Background: an optimization exercise with open tools, aiming at small area, a short achievable clock period and few clock cycles. Do not read the settings as production practice. RTL that was checked went through simulation tests only; none was proved equivalent to the original.

==> inputs of job 8344 <==
// cco7_core
module cco7_core #(
    parameter [15:0] MAX_IN_LEN = 16'd1024
) (
    input  wire        clk,
    input  wire        rst,
    input  wire        req_valid,
    output wire        req_ready,
    input  wire [15:0] req_cmd,
    input  wire [15:0] req_len,
    input  wire        in_valid,
    output wire        in_ready,
    input  wire [31:0] in_data,
    output wire        out_valid,
    input  wire        out_ready,
    output wire [31:0] out_data,
    output wire        rsp_valid,
    output reg         rsp_err,
    output wire [7:0]  rsp_code,
    output reg  [3:0]  rsp_stage,
    output reg  [15:0] rsp_index,
    output reg  [31:0] rsp_value
);
    localparam [2:0] OP_DEC16 = 3'd1, OP_ENC16 = 3'd2, OP_DEC8 = 3'd3,
                     OP_ENC8  = 3'd4, OP_T7DEC = 3'd5, OP_T7ENC = 3'd6,
                     OP_KSX   = 3'd7;
    localparam [3:0] ST_NONE = 4'd0, ST_ARG = 4'd1, ST_VALIDATE = 4'd2,
                     ST_DEC16 = 4'd4, ST_ENC8 = 4'd5, ST_DEC8 = 4'd8,
                     ST_ENC16 = 4'd9;
    reg        busy;       
    reg        done_q;     
    reg [2:0]  op;
    reg [10:0] rem;        
    reg        more;       
    reg [10:0] cnt;        
    reg [10:0] cpc;        
    reg        ov;
    reg [20:0] od;
    reg [31:0] q;
    reg [2:0]  qc;
    reg        ph;         
    reg        nox;        
    reg [9:0]  pd;
    reg        pv;
    reg [5:0]  pos;
    reg [3:0]  hi;         
    reg [4:0]  ecode;
    assign req_ready = !busy;
  ...
make LEC_CHECK=0 CAP_MARGIN=20 CORE_MARGIN=2 CORE_UTILIZATION=40 PLACE_DENSITY=0.6 SETUP_SLACK_MARGIN=5 SLEW_MARGIN=20 finish   # period 10.0 ns
run.sh (not shown) runs the stock make flow with config.mk's settings and CLKGATE_MAP_FILE= SYNTH_SCRIPT=/design/flow/synth_recipe.tcl, a recipe that flattens the netlist after the stock synthesis.
==> job 7004 (differences from job 8344) <==
--- a/flow/design.v
+++ b/flow/design.v
@@ -51,18 +51,41 @@
     assign out_data  = {11'd0, od};
     assign rsp_valid = done_q && slot;
     assign rsp_code  = {3'd0, ecode};
     wire o1 = (op == OP_DEC16), o2 = (op == OP_ENC16), o3 = (op == OP_DEC8),
          o4 = (op == OP_ENC8),  o5 = (op == OP_T7DEC), o6 = (op == OP_T7ENC),
          o7 = (op == OP_KSX);
-    localparam [431:0] KEY_TABLE = 432'h2E373867663B6B343532333738397678636E3433383936616376677342555348444B4A646C6B72776579692E2C416F666B3B64667364;
+    function [7:0] keyb;
+        input [5:0] p;
+        case (p)
+            6'd0: keyb = 8'h64;  6'd1: keyb = 8'h73;  6'd2: keyb = 8'h66;
+            6'd3: keyb = 8'h64;  6'd4: keyb = 8'h3B;  6'd5: keyb = 8'h6B;
+            6'd6: keyb = 8'h66;  6'd7: keyb = 8'h6F;  6'd8: keyb = 8'h41;
+            6'd9: keyb = 8'h2C;  6'd10: keyb = 8'h2E; 6'd11: keyb = 8'h69;
+            6'd12: keyb = 8'h79; 6'd13: keyb = 8'h65; 6'd14: keyb = 8'h77;
+            6'd15: keyb = 8'h72; 6'd16: keyb = 8'h6B; 6'd17: keyb = 8'h6C;
+            6'd18: keyb = 8'h64; 6'd19: keyb = 8'h4A; 6'd20: keyb = 8'h4B;
+            6'd21: keyb = 8'h44; 6'd22: keyb = 8'h48; 6'd23: keyb = 8'h53;
+            6'd24: keyb = 8'h55; 6'd25: keyb = 8'h42; 6'd26: keyb = 8'h73;
+            6'd27: keyb = 8'h67; 6'd28: keyb = 8'h76; 6'd29: keyb = 8'h63;
+            6'd30: keyb = 8'h61; 6'd31: keyb = 8'h36; 6'd32: keyb = 8'h39;
+            6'd33: keyb = 8'h38; 6'd34: keyb = 8'h33; 6'd35: keyb = 8'h34;
+            6'd36: keyb = 8'h6E; 6'd37: keyb = 8'h63; 6'd38: keyb = 8'h78;
+            6'd39: keyb = 8'h76; 6'd40: keyb = 8'h39; 6'd41: keyb = 8'h38;
+            6'd42: keyb = 8'h37; 6'd43: keyb = 8'h33; 6'd44: keyb = 8'h32;
+            6'd45: keyb = 8'h35; 6'd46: keyb = 8'h34; 6'd47: keyb = 8'h6B;
+            6'd48: keyb = 8'h3B; 6'd49: keyb = 8'h66; 6'd50: keyb = 8'h67;
+            6'd51: keyb = 8'h38; 6'd52: keyb = 8'h37; 6'd53: keyb = 8'h2E;
+            default: keyb = 8'h00;
+        endcase
+    endfunction
     function [15:0] hexc;
         input [3:0] v;
         hexc = (v <= 4'd9) ? (16'h0030 + {12'd0, v}) : (16'h0037 + {12'd0, v});
     endfunction
-    wire [7:0] kb   = KEY_TABLE[{pos, 3'd0} +: 8];
+    wire [7:0] kb   = keyb(pos);
     wire [5:0] posi = (pos == 6'd53) ? 6'd0 : pos + 6'd1;
     wire [3:0] c_op  = req_cmd[3:0];
     wire [6:0] c_ofs = req_cmd[10:4];
     wire bad_rsv   = (req_cmd[15:11] != 5'd0);
     wire bad_op    = (c_op == 4'd0) || c_op[3];
     wire bad_ofs   = (c_op != 4'd6) && (c_op != 4'd7) && (c_ofs != 7'd0);
@@ -83,33 +106,23 @@
     wire        is_uc    = (u >= 16'h0041) && (u <= 16'h0046);
     wire [3:0]  hexv     = u[6] ? {1'b1, u[2:0] + 3'd1} : u[3:0];
     wire        rem1     = (rem == 11'd1);
     wire [10:0] cnt1     = cnt + 11'd1;
     wire        emit_lo = slot && (qc != 3'd0) && ph;      
     wire [2:0]  qa      = qc - {2'd0, emit_lo};
-    reg         rdy_a, rdy_b;
+    reg         opr;
     always @(*) begin
-        rdy_a = 1'b0; rdy_b = 1'b0;
         case (op)
-            OP_DEC16, OP_DEC8, OP_KSX: begin rdy_a = !ov; rdy_b = 1'b1; end
-            OP_ENC16: begin rdy_a = !ov && !pv; rdy_b = !pv; end
-            OP_ENC8:  begin rdy_a = !ov && (qc == 3'd0); rdy_b = (qc == 3'd0); end
-            OP_T7DEC: begin rdy_a = !cnt[0] || (!ov && !pv); rdy_b = !pv; end
-            OP_T7ENC: begin
-                if (pv) begin
-                    rdy_a = (qc == 3'd0) || ((qc == 3'd1) && ph && !ov);
-                    rdy_b = (qc == 3'd1) && ph;
-                end else begin
-                    rdy_a = (qc[2:1] == 2'd0) || ((qc == 3'd2) && ph && !ov);
-                    rdy_b = (qc == 3'd2) && ph;
-                end
-            end
-            default: ;
+            OP_DEC16, OP_DEC8, OP_KSX: opr = slot;
+            OP_ENC16: opr = slot && !pv;
+            OP_ENC8:  opr = slot && (qc == 3'd0);
+            OP_T7DEC: opr = !cnt[0] || (slot && !pv);
+            OP_T7ENC: opr = pv ? (qa == 3'd0) : (qa[2:1] == 2'd0);
+            default:  opr = 1'b0;
         endcase
     end
-    wire opr = rdy_a || (rdy_b && out_ready);
     assign in_ready = act && more && opr;
     wire take = in_valid && in_ready;
     wire last = take && rem1;
     wire [4:0]  pr_hi = {1'b0, pd[9:6]} + 5'd1;
     wire [20:0] pair  = {pr_hi, pd[5:0], u[9:0]};
     wire        pair_bad = (pd == 10'h3FF) && (u[9:0] == 10'h3FF);    
Settings changed: SETUP_SLACK_MARGIN 5 to unset.
==> results.env <==
RESULT_OF_THE_RUN='finished clean'
P_INT_mW=1.49
POST-PLACE-WS_PS=2770
XOR_XNOR_FRACTION_OF_SYNTH_AREA=0.0295
POWER.DENSITY_CELL_AREA_nW_PER_UM2=115
SYNTH_AREA_IN_COMPOUND_GATES=0.318
POWER.LEAKAGE_nW=6.89
MOSTFREQUENTLAYOUTCELLS='233 x sky130_fd_sc_hd__nand2_1, 196 x sky130_fd_sc_hd__nor2_1, 195 x sky130_fd_sc_hd__a21oi_1, 178 x sky130_fd_sc_hd__o21ai_0, 174 x sky130_fd_sc_hd__edfxtp_1'
That was job 7004.
==> results.env <==
RESULT_OF_THE_RUN='finished clean'
SYNTH_AREA_IN_COMPOUND_GATES=0.306
POST-PLACE-WS_PS=3070
XOR_XNOR_FRACTION_OF_SYNTH_AREA=0.0354
POWER.DENSITY_CELL_AREA_nW_PER_UM2=112
That was job 8344.
Testbench counts of job 7004, summed over its fixed seeds: cycles 125,545.
The RTL of job 8344 was laid out without a check of its function.

## port drivers added, routing unchanged
The flow's constraints put no driver on any port. The routed layouts listed below were extracted and timed again, unchanged, in two steps.
Step 1, drivers: a clkbuf_16 drives clk and a buf_2 each remaining input, both assumed.
Step 2 moves the port delays by t, midway between the first and last clock arrival at a register: inputs arrive t later, outputs are due t later. That takes back most of the time a late clock gives input paths.
Slacks: ideal / step 1 / step 2; pairs: ideal / step 1.
run	t (ns)	setup WS [ns]	clock arrival spread, ns	worst data-port slew with drivers (ns)	pins driven straight from the clock port
job 8344	0.562	4.976 / 4.970 / 4.408	0.018 / 0.018	0.06	1
job 7004	0.539	2.736 / 2.715 / 2.497	0.017 / 0.018	0.06	1
After both steps setup and hold are still met in every run listed. The setup slack of job 8344, which loses most, moves by -0.006 ns with the drivers and by -0.568 ns with both steps.
